Context: an optimization exercise on an open-source flow, tuned for small area, a short achievable clock period and few clock cycles. The choices shown serve that exercise and are no tape-out recipe.
Only simulation tests tie the RTL to the original design; equivalence was not proved.
No activity file was given, so power comes from the tool's default toggle rates.

[flow/config.mk]
export PLATFORM = sky130hd
export DESIGN_NAME = lz77_encoder
export DESIGN_NICKNAME = lz77_encoder
export VERILOG_FILES = /design/flow/design.v
export SDC_FILE = /design/flow/constraint.sdc
export NUM_CORES = 4
export LEC_CHECK = 0
export CAP_MARGIN = 20
export CORE_MARGIN = 2
export CORE_UTILIZATION = 40
export PLACE_DENSITY = 0.6
export SLEW_MARGIN = 20
[flow/constraint.sdc]
create_clock -name core_clock -period 10.0 [get_ports {clk}]
set_input_delay 2.0000 -clock core_clock [delete_from_list [all_inputs] [get_ports {clk}]]
set_output_delay 2.0000 -clock core_clock [all_outputs]
set_load 0.01 [all_outputs]
[flow/design.v]
module lz77_encoder (
    input  wire       clk,
    input  wire       rst,           
    input  wire       wr_en,
    input  wire [5:0] wr_addr,
    input  wire [7:0] wr_data,
    input  wire       start,
    input  wire [6:0] len,           
    input  wire [6:0] window,        
    output wire       ready,
    output wire       tok_valid,
    output wire [5:0] tok_offset,
    output wire [5:0] tok_length,
    output wire       tok_has_lit,
    output wire [7:0] tok_literal,
    output wire       done
);
    localparam [2:0] S_IDLE  = 3'd0,
                     S_SETUP = 3'd1,
                     S_CMP   = 3'd2,
                     S_EMIT  = 3'd3,
                     S_DONE  = 3'd4;
    reg [7:0] mem [0:63];
    reg [2:0] state;
    reg [6:0] n;           
    reg [6:0] w;           
    reg [6:0] pos;         
    reg [6:0] limit;       
    reg [6:0] i;           
    reg [6:0] run;         
    reg [6:0] best_len;
    reg [6:0] best_off;
    assign ready = (state == S_IDLE);
    always @(posedge clk) begin
        if (wr_en && ready)
            mem[wr_addr] <= wr_data;
    end
    wire [6:0] a_idx = i + run;
    wire [6:0] b_idx = (state == S_EMIT) ? (pos + best_len) : (pos + run);
    wire [7:0] a_byte = mem[a_idx[5:0]];
    wire [7:0] b_byte = mem[b_idx[5:0]];
    wire       in_bound = (pos + run) < limit;
    wire       extend   = in_bound && (a_byte == b_byte);
    wire [6:0] lo        = (pos > w) ? (pos - w) : 7'd0;
    wire [7:0] pos_w     = {1'b0, pos} + {1'b0, w};
    wire [6:0] limit_nxt = (pos_w < {1'b0, n}) ? pos_w[6:0] : n;
    wire       has_lit  = (pos + best_len) < n;
    wire [6:0] pos_next = pos + best_len + {6'd0, has_lit};
    wire       last_tok = (pos_next >= n);
    always @(posedge clk) begin
        if (rst) begin
            state <= S_IDLE;
        end else begin
            case (state)
                S_IDLE: begin
                    if (start) begin
                        n     <= len;
                        w     <= window;
                        pos   <= 7'd0;
                        state <= (len == 7'd0) ? S_DONE : S_SETUP;
                    end
                end
                S_SETUP: begin
                    i        <= lo;
                    run      <= 7'd0;
                    best_len <= 7'd0;
                    best_off <= 7'd0;
                    limit    <= limit_nxt;
                    state    <= S_CMP;
                end
                S_CMP: begin
                    if (i == pos) begin
                        state <= S_EMIT;
                    end else if (extend) begin
                        run <= run + 7'd1;
                    end else begin
                        if (run > best_len) begin
                            best_len <= run;
                            best_off <= pos - i;
                        end
                        i   <= i + 7'd1;
                        run <= 7'd0;
                    end
                end
                S_EMIT: begin
                    if (last_tok) begin
                        state <= S_IDLE;
                    end else begin
                        pos   <= pos_next;
                        state <= S_SETUP;
                    end
                end
                S_DONE: begin
                    state <= S_IDLE;
                end
                default: state <= S_IDLE;
            endcase
        end
    end
    assign tok_valid   = (state == S_EMIT);
    assign tok_offset  = best_off[5:0];
    assign tok_length  = best_len[5:0];
    assign tok_has_lit = has_lit;
    assign tok_literal = b_byte;
    assign done        = ((state == S_EMIT) && last_tok) || (state == S_DONE);
endmodule
[flow/run.sh]
#!/bin/bash
# synth_recipe.tcl (not shown) runs the flow's synth.tcl, then flattens the netlist and writes it again
# the make line also repeats each setting of config.mk as NAME=value (left out here)
make -C /OpenROAD-flow-scripts/flow DESIGN_CONFIG=/design/flow/config.mk WORK_HOME=/design/flow/orfs CLKGATE_MAP_FILE= SYNTH_SCRIPT=/design/flow/synth_recipe.tcl finish
==> results of run 1 <==
[critical path, delay by kind of cell (launching register included)]
| family | cells | cell delay, ns |
|---|---|---|
| XOR/XNOR | 1 | 0.61 |
| AO/OA/AOI/OAI | 10 | 1.72 |
| flip-flops | 1 | 0.62 |
| buffers and inverters | 2 | 1.02 |
| AND/OR/NAND/NOR | 4 | 0.26 |
| adder cells (fa/ha/maj) | 5 | 1.65 |
[flip-flops by register name, summed over array words and instances (netlist names)]
name / flops
run: 7
best_off: 6
state: 3
w: 7
i: 7
mem: 512
pos: 7
best_len: 7
limit: 7
n: 7
[cell usage in the layout, fill, tap and decap left out, types with 14 or more instances in the layout]
| master | instances |
|---|---|
| a21oi_1 | 71 |
| edfxtp_1 | 567 |
| clkbuf_16 | 61 |
| clkdlybuf4s50_1 | 47 |
| nor2b_1 | 22 |
| a32oi_1 | 32 |
| xor2_1 | 19 |
| nand4_1 | 28 |
| mux2_2 | 31 |
| a211oi_1 | 26 |
| nand2_1 | 245 |
| nand2b_1 | 16 |
| clkinv_1 | 18 |
| o21ai_0 | 28 |
| mux4_2 | 193 |
| buf_4 | 71 |
| ha_1 | 69 |
| o22ai_1 | 15 |
| xnor2_1 | 27 |
| nor3_1 | 28 |
| a2111oi_0 | 14 |
| mux2i_1 | 139 |
| nor2_1 | 122 |
| nand3_1 | 96 |
| o211ai_1 | 16 |
| inv_1 | 56 |
[final timing paths]
path                               start  endpoint  slack (ns)  cells past startpoint
worst max register to register  state[1]      i[3]        3.44                     12
worst min register to register      n[4]  limit[4]        0.63                      1
worst min-delay path                n[4]  limit[4]        0.63                      1
worst max-delay path              pos[1]      done        1.43                     22
[per-stage QoR]
step	setup slack [ns]	util	hold WS, ns	instances
floorplan	3.44	-	0.550	2184
global placement	2.20	0.425	0.604	3188
detailed placement	2.12	0.426	0.590	3192
CTS	1.41	0.451	0.629	3303
global route	1.01	0.451	0.651	3304
finish	1.43	0.451	0.629	3304
[cell families after synthesis]
group / share of synthesized area
AO/OA/AOI/OAI: 0.0717
XOR/XNOR: 0.0148
adder cells (fa/ha/maj): 0.0333
buffers and inverters: 0.0310
flip-flops: 0.558
multiplexers: 0.200
AND/OR/NAND/NOR: 0.0913
[power by group]
group          internal [mW]  leakage (nW)  switching [mW]
clock                   1.20         0.912           0.983
sequential              2.68          5.14          0.0507
combinational           1.37          5.61            2.29
[final cells by class]
type / instances / area [sq um]
Inverter: 57 / 214
Sequential cell: 570 / 17100
Clock buffer: 71 / 1560
Tap cell: 1030 / 1290
Multi-Input combinational cell: 1412 / 12700
Timing Repair Buffer: 124 / 1060
Clock inverter: 40 / 332
Fill cell: 6709 / 41700
[routing by layer]
metal | vias to the layer above | part of all wire
met3 | 285 | 0.10
met2 | 1349 | 0.47
met5 | - | 0.00011
met1 | 10503 | 0.38
li1 | 8732 | -
met4 | 2 | 0.049
==> results.sh, run 1 <==
export IMPL_yosysTopAreaCell="edfxtp_1"
export IMPL_end_kind="output pin"
export IMPL_final_nets=2336
export IMPL_hold_viol=0
export IMPL_drtAntennaViolNets=0
export IMPL_synth_seq_cells=570
export IMPL_synth_edf_count=567
export IMPL_grt_use_met3=0.0508
export IMPL_critPathKind="flip-flop to output pin"
export IMPL_clk_pin_slew_ns=0.06
export IMPL_yosys_area_top_type_share=0.556
export IMPL_htree_levels=2
export IMPL_cts_inserted_buffers=61
export IMPL_detail_route_first_pass_iterations=6
export IMPL_drt_iter0_drc=2758
export IMPL_synth_warnings=1
export IMPL_fmax_mhz=117
export IMPL_holdBufCountCts=0
export IMPL_synth_avg_cell_area_sq_um=14.0
export IMPL_grt_pass1_vias=20838
export IMPL_vias=20871
export IMPL_worstPathArrival_ns=6.57
export IMPL_start_kind="flip-flop"
export IMPL_antenna_cells=0
export IMPL_drive_gt1_frac=0.184
export IMPL_busiest_layer="met2"
export IMPL_power_mw=8.57
export IMPL_die_y_um=281
export IMPL_outcome="timing/DRC/antenna clean"
export IMPL_tightest_slew_ns=1.21
export IMPL_boundaryPins=56
export IMPL_gr_total_overflow=0
export IMPL_cts_buffer_depth=3
export IMPL_cts_setup_buffers=0
export IMPL_use_met1=0.347
export IMPL_syn_nets=2294
export IMPL_coreArea_sq_um=75900
export IMPL_cts_tree="yes"
export IMPL_netlist_area_sq_um=30600
export IMPL_ys_top_cells_by_count="edfxtp_1, nand2_1, mux4_2"
export IMPL_fin_crit_sh=0.857
export IMPL_place_area_sq_um=32300
export IMPL_area_growth_pct=11.8
export IMPL_die_w_um=281
export IMPL_grt_total_usage=0.262
export IMPL_seq_area_frac_synth=0.558
export IMPL_async_reset_ff_frac=0
export IMPL_clock_latency_ns=0.68
export IMPL_grt_max_degree=65
export IMPL_max_stage_delay_ns=0.62
export IMPL_synth_distinct_cells=75
export IMPL_ys_flop_type="edfxtp_1"
export IMPL_clock_sinks=570
export IMPL_crit_slowest_cell="edfxtp_1"
export IMPL_grt_antenna_before_repair=1
export IMPL_routedWlPerCell_um=31.4
export IMPL_via_per_inst=6.32
export IMPL_slew_limit_headroom=0.188
export IMPL_clock_skew_ns=0.0643
export IMPL_p_per_area_nw_per_um2=250
export IMPL_synthTopCellsByArea="edfxtp_1, mux4_2, mux2i_1"
export IMPL_fin_setup_tns_ns=0
export IMPL_rsz0062_at_grt="no"
export IMPL_grt_first_pass_wirelength_um=148000
export IMPL_yosysMostFrequentCell="edfxtp_1"
export IMPL_finalSetupViolations=0
export IMPL_path_cells="fa_2 -> xnor2_2 -> inv_1 -> ha_1 -> a21o_1 -> a21oi_1 -> nor2b_1 -> o21ai_0 -> nand2b_1 -> a21oi_1 -> ha_1 -> ha_1 -> ha_1 -> a21o_1 -> a21o_1 -> a21oi_1 -> nor2b_1 -> o21ai_0 -> nand2b_1 -> a21oi_1 -> o21ai_0 -> clkdlybuf4s50_1"
export IMPL_hold_path_class="flip-flop to flip-flop"
export IMPL_max_cap_viol_count=0
export IMPL_period_needed_ns=8.57
export IMPL_finalInstanceArea_sq_um=34200
export IMPL_power_leakage_nw=11.7
export IMPL_cts_resized_gates=0
export IMPL_std_cell_rows=101
export IMPL_place_hpwl_um=68400
export IMPL_syn_inst=2184
export IMPL_place_congestion=0.899
export IMPL_crit_required_ns=8.00
export IMPL_grt_use_met2=0.420
export IMPL_portBuffers=55
export IMPL_drt_total_wl_um=104000
export IMPL_finalMaxSlewViolations=0
export IMPL_crit_fanout=11
export IMPL_cts_root_buf="clkbuf_16"
export IMPL_drc=0
export IMPL_die_area_sq_um=78800
export IMPL_start_util=0.403
export IMPL_vdd_ir_drop_max_uv=161
Testbench counts, summed over its fixed seeds: cycles 178,834.
==> run 2: changes to the inputs <==
==> flow/design.v (replaced) <==
module lz77_encoder (
    input  wire       clk,
    input  wire       rst,           
    input  wire       wr_en,
    input  wire [5:0] wr_addr,
    input  wire [7:0] wr_data,
    input  wire       start,
    input  wire [6:0] len,           
    input  wire [6:0] window,        
    output wire       ready,
    output wire       tok_valid,
    output wire [5:0] tok_offset,
    output wire [5:0] tok_length,
    output wire       tok_has_lit,
    output wire [7:0] tok_literal,
    output wire       done
);
    reg  [511:0] mem;        
    reg          busy;
    reg  [6:0]   n;          
    reg  [6:0]   w;          
    reg  [6:0]   k;          
    reg  [6:0]   ra;         
    reg  [7:0]   cb;         
    reg  [5:0]   run;        
    reg  [63:0]  alive;      
    reg  [63:0]  win;        
    reg          run_lt_w;   
    reg          k_lt_n;     
    reg          k_last;     
    reg          o_valid;
    reg  [5:0]   o_offset;
    reg  [5:0]   o_length;
    reg          o_has_lit;
    reg  [7:0]   o_literal;
    reg          o_done;
    assign ready = ~busy;
    genvar g;
    generate
        for (g = 0; g < 64; g = g + 1) begin : g_mem
            always @(posedge clk) begin
                if (wr_en && ready && wr_addr == g)
                    mem[8*g +: 8] <= wr_data;
            end
        end
    endgenerate
    wire [63:0] eq;
    generate
        for (g = 0; g < 64; g = g + 1) begin : g_cmp
            assign eq[g] = (mem[8*g +: 8] == cb);
        end
    endgenerate
    wire [63:0] hit = alive & eq;
    wire        ext = (|hit) && run_lt_w && k_lt_n;
    reg  [5:0] first;
    integer q;
    always @(*) begin
        first = 6'd0;
        for (q = 63; q >= 0; q = q - 1)
            if (alive[q]) first = q[5:0];
    end
    wire [6:0] k1 = k + 7'd1;
    wire [6:0] k2 = k + 7'd2;
    always @(posedge clk) begin
        cb <= mem[8*ra[5:0] +: 8];
        if (rst) begin
            busy    <= 1'b0;
            o_valid <= 1'b0;
            o_done  <= 1'b0;
            ra      <= 7'd1;
        end else if (!busy) begin
            o_valid   <= start && (len != 7'd0);
            o_done    <= start;
            o_offset  <= 6'd0;
            o_length  <= 6'd0;
            o_has_lit <= 1'b1;
            o_literal <= mem[7:0];
            n         <= len;
            w         <= window;
            k         <= 7'd1;
            ra        <= 7'd1;
            run       <= 6'd0;
            alive     <= {63'd0, (window != 7'd0)};
            win       <= {62'd0, (window != 7'd0), (window > 7'd1)};
            run_lt_w  <= (window != 7'd0);
            k_lt_n    <= (len > 7'd1);
            k_last    <= (len <= 7'd2);
            if (start && len > 7'd1) begin
                busy   <= 1'b1;
                o_done <= 1'b0;
                ra     <= 7'd2;
            end
        end else begin
            k        <= k1;
            ra       <= k2;
            k_lt_n   <= (k1 < n);
            k_last   <= (k2 >= n);
            win      <= {win[62:0], (k2 <= w)};
            o_valid  <= ~ext;
            o_done   <= ~ext && k_last;
            o_length <= run;
            o_offset <= (run == 6'd0) ? 6'd0 : (k[5:0] - first);
            o_has_lit <= k_lt_n;
            o_literal <= cb;
            if (ext) begin
                alive    <= {hit[62:0], 1'b0};
                run      <= run + 6'd1;
                run_lt_w <= ({1'b0, run} + 7'd1 < w);
            end else begin
                alive    <= win;
                run      <= 6'd0;
                run_lt_w <= (w != 7'd0);
                if (k_last) busy <= 1'b0;
            end
        end
    end
    assign tok_valid   = o_valid;
    assign tok_offset  = o_offset;
    assign tok_length  = o_length;
    assign tok_has_lit = o_has_lit;
    assign tok_literal = o_literal;
    assign done        = o_done;
endmodule
==> run 2 against run 1 <==
- still clean
- design area is 15% higher
- cell count is 12% higher
- synthesized cell count is 11% higher
- sequential power is 27% higher
- worst hold slack worse by 0.10 ns
- die area is 15% higher
- critical path type is now flip-flop to flip-flop
==> results.sh, run 2 <==
export IMPL_fin_crit_sh=0.486
export IMPL_boundaryPins=56
export IMPL_final_common_cell="edfxtp_1"
export IMPL_drt_iter0_drc=2745
export IMPL_die_area_sq_um=90500
export IMPL_fin_setup_tns_ns=0
export IMPL_cts_inserted_buffers=79
export IMPL_worst_path_stages=11
export IMPL_drt_total_wl_um=106000
export IMPL_clock_skew_ns=0.0433
export IMPL_grt_total_usage=0.234
export IMPL_cts_buffer_depth=3
export IMPL_reg2reg_depth=11
export IMPL_p_per_area_nw_per_um2=185
export IMPL_vias=21510
export IMPL_synth_edf_count=691
export IMPL_syn_inst=2427
export IMPL_largest_reg_flops=512
export IMPL_place_hpwl_um=72400
export IMPL_fmax_mhz=206
export IMPL_path_cells="buf_4 -> xnor2_1 -> nand3_1 -> nor4_1 -> nor4_1 -> nand3_1 -> nor4_2 -> a21oi_4 -> buf_4 -> o2111ai_1 -> o211ai_1"
export IMPL_cts_tree="yes"
export IMPL_min_path_cells=1
export IMPL_final_nets=2532
export IMPL_cts_setup_buffers=0
export IMPL_finalSetupViolations=0
export IMPL_period_needed_ns=4.86
export IMPL_ys_top_cells_by_count="edfxtp_1, xnor2_1, mux4_2"
export IMPL_ys_flop_type="edfxtp_1"
export IMPL_yosys_area_top_type_share=0.589
export IMPL_cts_resized_gates=0
export IMPL_holdBufCountCts=0
export IMPL_synth_avg_cell_area_sq_um=14.5
export IMPL_synth_seq_cells=708
export IMPL_die_y_um=301
export IMPL_clock_sinks=708
export IMPL_die_w_um=301
export IMPL_cts_root_buf="clkbuf_16"
export IMPL_routedWlPerCell_um=28.7
export IMPL_outcome="timing/DRC/antenna clean"
export IMPL_max_stage_delay_ns=0.89
export IMPL_clock_latency_ns=0.66
export IMPL_grt_max_degree=114
export IMPL_async_reset_ff_frac=0
export IMPL_detail_route_first_pass_iterations=5
export IMPL_drc=0
export IMPL_largest_register="mem"
export IMPL_place_ws_ns=5.23
export IMPL_top_regs="mem: 512 flops, alive: 64 flops, win: 64 flops"
export IMPL_rsz0062_at_grt="no"
export IMPL_cp_top_family="simple AND/OR/NAND/NOR gates"
export IMPL_synth_warnings=1
export IMPL_layout_common_cells="edfxtp_1, xnor2_1, mux4_2"
export IMPL_crit_fanout=62
export IMPL_crit_slowest_cell="nor4_1"
export IMPL_via_per_inst=5.84
export IMPL_area_growth_pct=11.5
export IMPL_grt_first_pass_wirelength_um=154000
export IMPL_synth_distinct_cells=54
export IMPL_drive_gt1_frac=0.136
export IMPL_finalNonFillerCells=3684
export IMPL_power_mw=7.27
export IMPL_syn_nets=2496
export IMPL_power_leakage_nw=12.1
export IMPL_place_congestion=0.901
export IMPL_clk_pin_slew_ns=0.06
export IMPL_grt_antenna_before_repair=3
export IMPL_gr_total_overflow=0
export IMPL_start_kind="flip-flop"
export IMPL_hold_path_class="flip-flop to flip-flop"
export IMPL_crit_required_ns=10.48
export IMPL_seq_area_frac_synth=0.598
export IMPL_finalMaxSlewViolations=0
export IMPL_yosysMostFrequentCell="edfxtp_1"
export IMPL_slew_limit_headroom=0.166
export IMPL_max_cap_viol_count=0
export IMPL_portBuffers=55
export IMPL_htree_levels=3
export IMPL_worstPathArrival_ns=5.34
export IMPL_end_kind="flip-flop"
export IMPL_start_util=0.405
export IMPL_dp_cells=3537
export IMPL_vdd_ir_drop_max_uv=131
export IMPL_netlist_area_sq_um=35300
export IMPL_synthTopCellsByArea="edfxtp_1, xnor2_1, mux4_2"
export IMPL_std_cell_rows=108
export IMPL_nFillCells=7685
export IMPL_fin_ws_ns=5.14
export IMPL_yosysTopAreaCell="edfxtp_1"
export IMPL_drtAntennaViolNets=0
export IMPL_grt_pass1_vias=21061
export IMPL_coreArea_sq_um=87000
export IMPL_crit_buf_inv=2
export IMPL_tightest_slew_ns=1.24
export IMPL_hold_viol=0
export IMPL_critPathKind="flip-flop to flip-flop"
run 2: changes by cell type after synthesis, moves of 43 or more:
cell | before | now
a21oi_1 | 72 | 28
and2_1 | 8 | 51
buf_2 | 70 | 24
edfxtp_1 | 567 | 691
mux2i_1 | 139 | 41
nand2_1 | 245 | 114
xnor2_1 | 29 | 505
run 2: where the power goes:
part           total (mW)  internal, mW  switching [mW]  leakage (nW)
clock network        2.84          1.60            1.24          1.21
logic               0.945         0.411           0.533          4.37
registers            3.48          3.33           0.152          6.56
total                7.27          5.34            1.93          12.1
run 2: kinds of logic after synthesis:
group | share of synthesized area
flops | 0.598
buf+inv | 0.0263
mux | 0.122
fa+ha+maj | 0.0133
xor+xnor | 0.132
compound gates | 0.0189
simple gates | 0.0900
run 2: layer usage:
metal	wire length, um	vias up	GRT usage
met5	18	-	0
met4	3560	2	0.0764
met3	9980	180	0.0474
met2	47400	1154	0.355
met1	44700	11013	0.338
li1	-	9161	-
run 2: final timing paths:
| kind | startpoint | end | slack, ns |
|---|---|---|---|
| setup / recovery | cb[5] | run_lt_w | 5.14 |
| hold / removal | k_lt_n | o_has_lit | 0.53 |
| setup reg to reg | cb[5] | run_lt_w | 5.14 |
| hold reg to reg | k_lt_n | o_has_lit | 0.53 |
run 2: area by class of cell:
class,instances,area (sq um),share of cell area
sequential,708,21100,0.538
multi-input combinational,1535,13300,0.338
clock buffer,102,2090,0.0533
tap,1155,1450,0.0368
timing repair buffer,84,728,0.0185
clock inverter,44,403,0.0103
inverter,55,211,0.00538
antenna,1,2.50,0.0000637
run 2: worst reg2reg max path, delay by kind of cell, from the launching register on:
family | cells | cell delay (ns)
and+or+nand+nor | 5 | 1.71
xor gates and xnor gates | 1 | 0.26
DFF | 1 | 0.71
buffers and inverters | 2 | 1.38
AOI/OAI and AO/OA | 3 | 0.65
run 2: metrics by stage:
step,area [sq um],hold slack [ns],util
floorplan,35300,0.495,-
global placement,36800,0.513,0.422
detailed placement,36800,0.516,0.423
CTS,39300,0.526,0.452
global route,39300,0.562,0.452
finish,39300,0.527,0.452
Testbench counts of run 2, summed over its fixed seeds: cycles 30,550.
==> run 3: changes to the inputs <==
--- a/flow/design.v
+++ b/flow/design.v
@@ -24,2 +24,4 @@
     reg  [7:0]   cb;         
+    reg  [7:0]   cl;         
+    reg  [63:0]  eq;         
     reg  [5:0]   run;        
@@ -46,6 +48,7 @@
     endgenerate
-    wire [63:0] eq;
+    wire [7:0]  cmp_b = busy ? cb : mem[15:8];
+    wire [63:0] eq_nxt;
     generate
         for (g = 0; g < 64; g = g + 1) begin : g_cmp
-            assign eq[g] = (mem[8*g +: 8] == cb);
+            assign eq_nxt[g] = (mem[8*g +: 8] == cmp_b);
         end
@@ -64,3 +67,2 @@
     always @(posedge clk) begin
-        cb <= mem[8*ra[5:0] +: 8];
         if (rst) begin
@@ -69,6 +71,17 @@
             o_done  <= 1'b0;
-            ra      <= 7'd1;
         end else if (!busy) begin
-            o_valid   <= start && (len != 7'd0);
-            o_done    <= start;
+            o_valid <= start && (len != 7'd0);
+            o_done  <= start && (len <= 7'd1);
+            busy    <= start && (len > 7'd1);
+        end else begin
+            o_valid <= ~ext;
+            o_done  <= ~ext && k_last;
+            if (!ext && k_last) busy <= 1'b0;
+        end
+    end
+    always @(posedge clk) begin
+        cb <= mem[8*ra[5:0] +: 8];
+        eq <= eq_nxt;
+        cl <= busy ? cb : mem[15:8];
+        if (!busy) begin
             o_offset  <= 6'd0;
@@ -80,3 +93,3 @@
             k         <= 7'd1;
-            ra        <= 7'd1;
+            ra        <= start ? 7'd3 : 7'd2;
             run       <= 6'd0;
@@ -87,19 +100,12 @@
             k_last    <= (len <= 7'd2);
-            if (start && len > 7'd1) begin
-                busy   <= 1'b1;
-                o_done <= 1'b0;
-                ra     <= 7'd2;
-            end
         end else begin
-            k        <= k1;
-            ra       <= k2;
-            k_lt_n   <= (k1 < n);
-            k_last   <= (k2 >= n);
-            win      <= {win[62:0], (k2 <= w)};
-            o_valid  <= ~ext;
-            o_done   <= ~ext && k_last;
-            o_length <= run;
-            o_offset <= (run == 6'd0) ? 6'd0 : (k[5:0] - first);
+            k         <= k1;
+            ra        <= k + 7'd3;
+            k_lt_n    <= (k1 < n);
+            k_last    <= (k2 >= n);
+            win       <= {win[62:0], (k2 <= w)};
+            o_length  <= run;
+            o_offset  <= (run == 6'd0) ? 6'd0 : (k[5:0] - first);
             o_has_lit <= k_lt_n;
-            o_literal <= cb;
+            o_literal <= cl;
             if (ext) begin
@@ -112,3 +118,2 @@
                 run_lt_w <= (w != 7'd0);
-                if (k_last) busy <= 1'b0;
             end
--- a/flow/config.mk
+++ b/flow/config.mk
@@ -7,2 +7,3 @@
 export LEC_CHECK = 0
+export ABC_CLOCK_PERIOD_IN_PS = 3000
 export CAP_MARGIN = 20
@@ -11,2 +12,3 @@
 export PLACE_DENSITY = 0.6
+export SETUP_SLACK_MARGIN = 5
 export SLEW_MARGIN = 20
==> run 3 against run 2 <==
- cell count rose by 5.3%
- critical path depth fell by 8
- die area fell by 0.68%
- routed wire length rose by 2.9%
- worst hold slack got worse by 0.097 ns
- count of clock-buffer cells in the layout rose by 10
- sequential power rose by 1%
- still clean on timing, DRC and antenna
- synthesized area fell by 0.69%
- sequential share of layout area fell by 0.84 points
- via count rose by 4.9%
- non-clock buffer count rose by 8
==> results.sh, run 3 <==
export IMPL_synth_avg_cell_area_sq_um=13.4
export IMPL_fmax_mhz=230
export IMPL_ys_flop_type="edfxtp_1"
export IMPL_cts_resized_gates=0
export IMPL_cts_buffer_depth=3
export IMPL_cts_inserted_buffers=84
export IMPL_max_stage_delay_ns=0.64
export IMPL_die_y_um=300
export IMPL_drtAntennaViolNets=0
export IMPL_netlist_area_sq_um=35000
export IMPL_cts_tree="yes"
export IMPL_largest_register="mem"
export IMPL_clock_sinks=780
export IMPL_async_reset_ff_frac=0
export IMPL_grt_antenna_before_repair=11
export IMPL_reg2reg_depth=11
export IMPL_clk_pin_slew_ns=0.06
export IMPL_grt_max_degree=89
export IMPL_finalSetupViolations=0
export IMPL_final_nets=2727
export IMPL_hold_path_class="flip-flop to flip-flop"
export IMPL_crit_required_ns=8.00
export IMPL_max_cap_viol_count=0
export IMPL_area_growth_pct=12.7
export IMPL_grt_first_pass_wirelength_um=156000
export IMPL_final_common_cell="edfxtp_1"
export IMPL_detail_route_first_pass_iterations=6
export IMPL_rsz0062_at_grt="no"
export IMPL_synth_top_family_by_area="XOR/XNOR gates"
export IMPL_slew_limit_headroom=0.239
export IMPL_portBuffers=55
export IMPL_p_per_area_nw_per_um2=187
export IMPL_coreArea_sq_um=86800
export IMPL_drt_total_wl_um=109000
export IMPL_worstHoldStart="win[15]"
export IMPL_synth_warnings=1
export IMPL_crit_slowest_cell="clkdlybuf4s50_1"
export IMPL_syn_nets=2693
export IMPL_holdBufCountCts=0
export IMPL_crit_fanout=29
export IMPL_timing_rr_start="alive[23]"
export IMPL_vdd_ir_drop_max_uv=141
export IMPL_start_util=0.404
export IMPL_synth_seq_cells=780
export IMPL_clock_skew_ns=0.0316
export IMPL_critPathKind="flip-flop to output pin"
export IMPL_outcome="timing/DRC/antenna clean"
export IMPL_cts_setup_buffers=0
export IMPL_synth_edf_count=526
export IMPL_via_per_inst=5.81
export IMPL_worstPathArrival_ns=2.35
export IMPL_power_leakage_nw=14.1
export IMPL_synth_compound_area_frac=0.0520
export IMPL_drt_iter0_drc=2508
export IMPL_hold_viol=0
export IMPL_fin_crit_sh=0.435
export IMPL_grt_use_met3=0.0527
export IMPL_grt_pass1_vias=22512
export IMPL_synthMuxAreaShare=0.0872
export IMPL_boundaryPins=56
export IMPL_path_cells="inv_1 -> buf_4 -> clkdlybuf4s50_1"
export IMPL_routedWlPerCell_um=28.0
export IMPL_place_congestion=0.909
export IMPL_period_needed_ns=4.35
export IMPL_syn_inst=2622
export IMPL_yosys_area_top_type_share=0.451
export IMPL_yosysTopAreaCell="edfxtp_1"
export IMPL_vias=22559
export IMPL_largest_reg_flops=512
export IMPL_std_cell_rows=108
export IMPL_finish_utilization=0.455
export IMPL_busiest_layer="met2"
export IMPL_grt_use_met2=0.381
export IMPL_synth_simple_area_share=0.0875
export IMPL_end_kind="output pin"
export IMPL_yosysMostFrequentCell="edfxtp_1"
export IMPL_htree_levels=3
export IMPL_gr_total_overflow=0
export IMPL_grt_total_usage=0.239
export IMPL_synth_distinct_cells=56
export IMPL_drc=0
export IMPL_clock_latency_ns=0.64
export IMPL_endpoint="ready"
export IMPL_cts_root_buf="clkbuf_16"
export IMPL_rr_endpoint="o_offset[5]"
export IMPL_whs_ns=0.430
export IMPL_seq_area_frac_synth=0.596
export IMPL_fin_setup_tns_ns=0
export IMPL_startpoint="busy"
export IMPL_power_mw=7.40
export IMPL_yosys_area_share_adder=0.0142
export IMPL_r2r_slack_ns=6.54
export IMPL_die_area_sq_um=89900
export IMPL_synth_xor_area_frac=0.133
export IMPL_start_kind="flip-flop"
export IMPL_drive_gt1_frac=0.120
export IMPL_place_hpwl_um=71000
export IMPL_finalMaxSlewViolations=0
export IMPL_tightest_slew_ns=1.14
export IMPL_synthTopCellsByArea="edfxtp_1, dfxtp_1, xor2_1"
export IMPL_ys_top_cells_by_count="edfxtp_1, xor2_1, dfxtp_1"
export IMPL_die_w_um=300
export IMPL_layout_common_cells="edfxtp_1, xor2_1, dfxtp_1"
export IMPL_use_met1=0.321
[run 3: cell types whose count changed in the layout (fill, tap and decap cells not counted), moves of 37 or more]
cell,previous run,this run
xor2_1,25,513
xnor2_1,505,19
dfxtp_1,5,251
edfxtp_1,691,526
nand4_1,70,207
nand3_1,102,16
a22oi_1,0,72
o21ai_0,26,83
inv_1,53,104
mux2i_1,41,0
mux4_2,168,128
nor3_1,51,14
[run 3: how the worst min path moves through the flow]
| stage | end | slack [ns] | depth (start not counted) |
|---|---|---|---|
| final | win[16] | 0.43 | 2 |
| after global routing | win[55] | 0.45 | 2 |
| after CTS | win[16] | 0.43 | 2 |
| after detailed placement | win[49] | 0.42 | 2 |
| after global placement | win[35] | 0.41 | 2 |
| after floorplan | win[10] | 0.40 | 2 |
[run 3: area by class of cell]
class                      instances  area (sq um)
inverter                         104           390
tap                             1155          1450
sequential                       780         20900
antenna                            3          7.51
timing repair buffer              92           801
fill                            7682         47300
clock buffer                     112          2390
clock inverter                    40           327
multi-input combinational       1594         13200
[run 3: cell families after synthesis]
family                     after synthesis
DFF                                    780
and+or+nand+nor                        609
xor gates and xnor gates               532
AOI/OAI and AO/OA                      270
buffers and inverters                  248
muxes                                  144
adders and majority gates               39
[run 3: report_power, final]
group / leakage (nW) / total [mW] / switching [mW] / internal (mW)
Combinational: 5.94 / 0.809 / 0.515 / 0.294
Sequential: 6.81 / 3.53 / 0.0530 / 3.48
Clock: 1.33 / 3.06 / 1.26 / 1.80
Total: 14.1 / 7.40 / 1.83 / 5.57
[run 3: metrics by stage]
stage / area [sq um] / cells / setup slack (ns)
2_1_floorplan: 35000 / 2622 / 6.39
3_3_place_gp: 36700 / 3725 / 5.46
3_5_place_dp: 36700 / 3725 / 5.36
4_1_cts: 39400 / 3877 / 5.63
5_1_grt: 39500 / 3877 / 5.56
6_report: 39500 / 3880 / 5.65
[run 3: worst max-delay path, delay by kind of cell (launching register included)]
family	cells	cell delay, ns
buffers and inverters	3	1.18
DFF	1	0.51
[run 3: per-layer routing]
metal / vias to the layer above / routed length (um)
li1: 9756 / -
met1: 11309 / 44300
met2: 1245 / 50200
met3: 245 / 10200
met4: 4 / 3910
met5: - / 24
Testbench counts of run 3, summed over its fixed seeds: cycles 30,550.
==> run 4: changes to the inputs <==
--- a/flow/config.mk
+++ b/flow/config.mk
@@ -7,3 +7,2 @@
 export LEC_CHECK = 0
-export ABC_CLOCK_PERIOD_IN_PS = 3000
 export CAP_MARGIN = 20
@@ -12,3 +11,2 @@
 export PLACE_DENSITY = 0.6
-export SETUP_SLACK_MARGIN = 5
 export SLEW_MARGIN = 20
==> run 4 against run 3 <==
- global-route usage did not move
- sequential share of layout area did not move
- die area did not move
- combinational power barely moved
- cell count did not move
- first-iteration DRC count did not move
- design area did not move
- critical path depth did not move
- setup slack did not move
- via count did not move
- non-clock buffer count did not move
==> results.sh, run 4 <==
export IMPL_outcome="timing/DRC/antenna clean"
export IMPL_synth_seq_cells=780
export IMPL_cts_buffer_depth=3
export IMPL_synthMuxAreaShare=0.0872
export IMPL_largest_reg_flops=512
export IMPL_synth_distinct_cells=56
export IMPL_vias=22559
export IMPL_reg2reg_depth=11
export IMPL_start_util=0.404
export IMPL_clock_sinks=780
export IMPL_drive_gt1_frac=0.120
export IMPL_clock_skew_ns=0.0316
export IMPL_boundaryPins=56
export IMPL_synthTopCellsByArea="edfxtp_1, dfxtp_1, xor2_1"
export IMPL_finalMaxSlewViolations=0
export IMPL_area_growth_pct=12.7
export IMPL_fin_setup_tns_ns=0
export IMPL_synth_avg_cell_area_sq_um=13.4
export IMPL_largest_register="mem"
export IMPL_layout_common_cells="edfxtp_1, xor2_1, dfxtp_1"
export IMPL_cts_tree="yes"
export IMPL_die_area_sq_um=89900
export IMPL_worstHoldStart="win[15]"
export IMPL_final_common_cell="edfxtp_1"
export IMPL_fmax_mhz=230
export IMPL_synth_xor_area_frac=0.133
export IMPL_drt_total_wl_um=109000
export IMPL_yosysMostFrequentCell="edfxtp_1"
export IMPL_ys_flop_type="edfxtp_1"
export IMPL_end_kind="output pin"
export IMPL_routedWlPerCell_um=28.0
export IMPL_r2r_slack_ns=6.54
export IMPL_synth_warnings=1
export IMPL_place_hpwl_um=71000
export IMPL_cts_inserted_buffers=84
export IMPL_clk_pin_slew_ns=0.06
export IMPL_clock_latency_ns=0.64
export IMPL_vdd_ir_drop_max_uv=141
export IMPL_synth_simple_area_share=0.0875
export IMPL_portBuffers=55
export IMPL_die_w_um=300
export IMPL_synth_edf_count=526
export IMPL_cts_root_buf="clkbuf_16"
export IMPL_place_congestion=0.909
export IMPL_tightest_slew_ns=1.14
export IMPL_rr_endpoint="o_offset[5]"
export IMPL_cts_resized_gates=0
export IMPL_fin_ws_ns=5.65
export IMPL_htree_levels=3
export IMPL_drt_iter0_drc=2508
export IMPL_startpoint="busy"
export IMPL_path_cells="inv_1 -> buf_4 -> clkdlybuf4s50_1"
export IMPL_crit_fanout=29
export IMPL_worstPathArrival_ns=2.35
export IMPL_fin_crit_sh=0.435
export IMPL_place_ws_ns=5.36
export IMPL_rsz0062_at_grt="no"
export IMPL_max_stage_delay_ns=0.64
export IMPL_synth_compound_area_frac=0.0520
export IMPL_period_needed_ns=4.35
export IMPL_yosysTopAreaCell="edfxtp_1"
export IMPL_gr_total_overflow=0
export IMPL_cts_setup_buffers=0
export IMPL_syn_inst=2622
export IMPL_drc=0
export IMPL_netlist_area_sq_um=35000
export IMPL_slew_limit_headroom=0.239
export IMPL_max_cap_viol_count=0
export IMPL_holdBufCountCts=0
export IMPL_grt_total_usage=0.239
export IMPL_yosys_area_top_type_share=0.451
export IMPL_critPathKind="flip-flop to output pin"
export IMPL_drtAntennaViolNets=0
export IMPL_grt_first_pass_wirelength_um=156000
export IMPL_grt_pass1_vias=22512
export IMPL_synth_top_family_by_area="XOR/XNOR gates"
export IMPL_hold_path_class="flip-flop to flip-flop"
export IMPL_start_kind="flip-flop"
export IMPL_timing_rr_start="alive[23]"
export IMPL_via_per_inst=5.81
export IMPL_yosys_area_share_adder=0.0142
export IMPL_std_cell_rows=108
export IMPL_coreArea_sq_um=86800
export IMPL_ys_top_cells_by_count="edfxtp_1, xor2_1, dfxtp_1"
export IMPL_finalSetupViolations=0
export IMPL_crit_slowest_cell="clkdlybuf4s50_1"
export IMPL_grt_max_degree=89
export IMPL_die_y_um=300
export IMPL_seq_area_frac_synth=0.596
export IMPL_hold_end="win[16]"
export IMPL_async_reset_ff_frac=0
export IMPL_final_nets=2727
export IMPL_crit_required_ns=8.00
export IMPL_min_path_cells=2
export IMPL_power_leakage_nw=14.1
export IMPL_p_per_area_nw_per_um2=187
export IMPL_syn_nets=2693
export IMPL_hold_viol=0
export IMPL_detail_route_first_pass_iterations=6
export IMPL_grt_antenna_before_repair=11
[run 4: cell counts in the layout (fill, tap and decap cells not counted)]
No cell type changed its count.
[run 4: worst max-delay path, delay by kind of cell (launching register included)]
| kind | cells | cell delay [ns] |
|---|---|---|
| flip-flops | 1 | 0.51 |
| buffers and inverters | 3 | 1.18 |
[run 4: worst max-delay path by stage]
stage,cells past startpoint,to,slack (ns)
3_5_place_dp,4,mem[222],5.36
3_3_place_gp,4,mem[473],5.46
6_report,3,ready,5.65
2_1_floorplan,5,mem[256],6.39
5_1_grt,3,ready,5.56
4_1_cts,3,ready,5.63
[run 4: kinds of logic (layout without fill, tap and decap cells)]
| family | count (synthesis) | in the layout |
|---|---|---|
| DFF | 780 | 780 |
| other | 0 | 3 |
| AOI/OAI and AO/OA | 270 | 270 |
| xor gates and xnor gates | 532 | 532 |
| and+or+nand+nor | 609 | 609 |
| muxes | 144 | 144 |
| buffers and inverters | 248 | 348 |
| adders and majority gates | 39 | 39 |
[run 4: stage by stage]
step	area [sq um]	instances	hold slack (ns)	utilization	total power, mW
after floorplan	35000	2622	0.404	-	4.10
final	39500	3880	0.430	0.455	7.40
after global routing	39500	3877	0.452	0.455	7.61
after global placement	36700	3725	0.409	0.423	4.39
after CTS	39400	3877	0.429	0.455	7.43
after detailed placement	36700	3725	0.420	0.423	4.40
[run 4: where the power goes]
| group | internal, mW | switching, mW | total, mW | leakage, nW |
|---|---|---|---|---|
| clock | 1.80 | 1.26 | 3.06 | 1.33 |
| sequential | 3.48 | 0.0530 | 3.53 | 6.81 |
| combinational | 0.294 | 0.515 | 0.809 | 5.94 |
| total | 5.57 | 1.83 | 7.40 | 14.1 |
[run 4: final cells by class]
type	instances	area, sq um
well taps	1155	1450
diodes	3	7.51
inverters	104	390
flip-flops and latches	780	20900
multi-input cells	1594	13200
fillers	7682	47300
clock buffers	112	2390
clock inverters	40	327
repair buffers	92	801
[run 4: layer usage]
layer,wire (um),track usage,vias up
met4,3910,0.0895,4
met5,24,0,-
li1,-,-,9756
met2,50200,0.381,1245
met3,10200,0.0527,245
met1,44300,0.321,11309

==> what the ideal ports hide <==
In the flow no input, the clock included, has a driving cell. The finished layouts below were timed again as built, in two steps.
Step 1 (the two cells are an assumption about what drives the block):
set clk [get_ports {clk}]
set_driving_cell -lib_cell sky130_fd_sc_hd__clkbuf_16 $clk
set_driving_cell -lib_cell sky130_fd_sc_hd__buf_2 [delete_from_list [all_inputs] $clk]
Step 2 adds t to the input delays and takes it off the output delays; t is the mean of the earliest and latest rising clock arrival at the registers after step 1. Input paths then give back, and output paths get back, about the clock's delay inside the block.
Three values: ideal, step 1, step 2; two values: the first two.
| run | t (ns) | setup slack, ns | latest minus earliest clock arrival (ns) | slew at the worst register clock pin (ns) | worst slew at a driven data input, ns |
|---|---|---|---|---|---|
| run 1 | 0.715 | 1.435 / 1.369 / 2.084 | 0.069 / 0.069 | 0.07 / 0.07 | 0.04 |
| run 2 | 0.702 | 5.140 / 5.140 / 5.140 | 0.043 / 0.044 | 0.07 / 0.07 | 0.04 |
| run 3 | 0.691 | 5.655 / 5.588 / 5.226 | 0.036 / 0.035 | 0.07 / 0.07 | 0.07 |
| run 4 | 0.691 | 5.655 / 5.588 / 5.226 | 0.036 / 0.035 | 0.07 / 0.07 | 0.07 |
After both steps every run listed still meets setup and hold.
